Background: an optimization exercise with open tools, aiming at small area, a short achievable clock period and few clock cycles per item. Do not read the settings as production practice.
In this exercise RTL edits were held to simulation tests only and were not proved equivalent to the original.
Power and IR drop assume default switching activity.

== alpha ==
Design pixel_packer, start of the top module:
module pixel_packer #(
    parameter OUTBUF_BYTES = 128
) (
    input  wire        clk,
    input  wire        rst,           
    input  wire        req_valid,
    output wire        req_ready,
    input  wire        req_sp,        
    input  wire        req_we,        
    input  wire [29:0] req_addr,
    input  wire [31:0] req_wdata,
    output reg         resp_valid,
    output reg  [31:0] resp_rdata,
    output wire        irq
);
==> flow/config.mk <==
export PLATFORM = sky130hd
export DESIGN_NAME = pixel_packer
export DESIGN_NICKNAME = pixel_packer
export VERILOG_FILES = /design/flow/design.v
export SDC_FILE = /design/flow/constraint.sdc
export NUM_CORES = 4
export LEC_CHECK = 0
export ABC_CLOCK_PERIOD_IN_PS = 3000
export CAP_MARGIN = 20
export CORE_MARGIN = 2
export CORE_UTILIZATION = 40
export CTS_CLUSTER_DIAMETER = 80
export CTS_CLUSTER_SIZE = 20
export SLEW_MARGIN = 20
==> flow/constraint.sdc <==
create_clock -name core_clock -period 12.0 [get_ports {clk}]
set_input_delay 2.4000 -clock core_clock [delete_from_list [all_inputs] [get_ports {clk}]]
set_output_delay 2.4000 -clock core_clock [all_outputs]
set_load 0.01 [all_outputs]
standard.sh (not shown) runs the stock make flow with config.mk's settings and CLKGATE_MAP_FILE= SYNTH_SCRIPT=/design/flow/synth_recipe.tcl, a recipe that flattens the netlist after the stock synthesis.
==> flow/flow/run.sh <==
#!/bin/bash
# The standard layout (the standard.sh: ORFS synthesis to finish), with
# two changes to how it is made:
# - repair_timing is asked for extra setup slack at the design's 12 ns
#   clock, so that the resizer keeps working on paths well below the period;
# - every input and output port still gets its buffer from buffer_ports, but
#   a buf_4 rather than the small delay cell it picks by default.
set -e
export SETUP_SLACK_MARGIN=8.5
export BUFFER_PORTS_ARGS="-buffer_cell sky130_fd_sc_hd__buf_4"
bash standard.sh > standard.log 2>&1
Testbench counts of alpha, summed over its fixed seeds: cycles 22,353, pixels 14,924.
Changes in beta relative to alpha:
Settings: changing CORE_UTILIZATION from 40 to 65.
--- a/flow/flow/run.sh
+++ b/flow/flow/run.sh
@@ -6,6 +6,6 @@
 # - every input and output port still gets its buffer from buffer_ports, but
-#   a buf_4 rather than the small delay cell it picks by default.
+#   a buf_2 rather than the small delay cell it picks by default.
 set -e
 export SETUP_SLACK_MARGIN=8.5
-export BUFFER_PORTS_ARGS="-buffer_cell sky130_fd_sc_hd__buf_4"
+export BUFFER_PORTS_ARGS="-buffer_cell sky130_fd_sc_hd__buf_2"
 bash standard.sh > standard.log 2>&1
## What came out
- On growth of design area from synthesis to finish: between beta and alpha, it ends up higher for alpha.
- Compared with alpha, beta is the less power-hungry design.
- beta and alpha ended up with nearly the same worst path required time.
- Summary: with alpha as the reference, first-pass GRT wire length in beta moved down by a few percent.
- Cell area | beta vs alpha | beta smaller
- Post-layout instance count excluding filler cells, beta vs alpha: down by more than 10%
- Per the comparison of beta with alpha, total routed wirelength fell 7500 um; global-route usage grew by 17 points; worst setup slack higher.

pixel_packer, a different RTL version from the one above (not shown whole).
Size in the first run: roughly 4,300 cells after synthesis, about 1,500 flip-flops, roughly 100 I/O pins, about 58,000 um2 of cells after synthesis.
Settings: LEC_CHECK=0, ABC_CLOCK_PERIOD_IN_PS=3000, CAP_MARGIN=20, CORE_MARGIN=2, CORE_UTILIZATION=55, CTS_CLUSTER_DIAMETER=80, CTS_CLUSTER_SIZE=20, SLEW_MARGIN=20; clock period 12.0 ns.
==> flow/flow/run.sh <==
#!/bin/bash
# The standard layout (the standard.sh: ORFS synthesis to finish), with
# two changes to how it is made:
# - repair_timing is asked for extra setup slack at the design's 12 ns
#   clock, so that the resizer keeps working on paths well below the period;
# - every input and output port still gets its buffer from buffer_ports, but
#   a buf_2 rather than the small delay cell it picks by default.
set -e
export SETUP_SLACK_MARGIN=8.5
export BUFFER_PORTS_ARGS="-buffer_cell sky130_fd_sc_hd__buf_2"
bash standard.sh > standard.log 2>&1
Testbench counts at the start, summed over its fixed seeds: cycles 22,305, pixels 14,924.
==> next run, changes <==
Settings changed: CORE_UTILIZATION 55 to 60.
=>
- routed wire length came out lower by 4.8%
- worst hold slack improves by 0.011 ns
- via count hardly moves

re-timing with driven ports:
How much do the figures lean on ideal ports? The routed layouts below were timed once more, with nothing changed but the port constraints. Step 1: set_driving_cell puts a clkbuf_16 on clk and a buf_2 on each other input, an assumption about the parent block. Step 2, shift: input delay + t, output delay - t, t = (earliest + latest rising clock arrival at the registers) / 2. This alone moves slack from input paths to output paths. a / b / c = no drivers / after step 1 / after step 2; a / b = the first two.
| run | shift t [ns] | setup slack, ns | worst setup path after step 2 | worst data-port slew with drivers (ns) | pins driven straight from the clock port |
|---|---|---|---|---|---|
| alpha | 0.818 | 8.224 / 8.141 / 7.913 | input to register | 0.07 | 1 |
| beta | 0.762 | 8.352 / 8.283 / 7.948 | input to register | 0.05 | 1 |
| the first run of note 2 | 0.789 | 8.226 / 8.226 / 7.856 | input to register | 0.05 | 1 |
| the second run of note 2 | 0.791 | 8.248 / 8.248 / 7.878 | input to register | 0.06 | 1 |
After both steps setup and hold are still met in every run listed. The setup slack of beta, which loses most, moves by -0.069 ns with the drivers and by -0.404 ns with both steps.
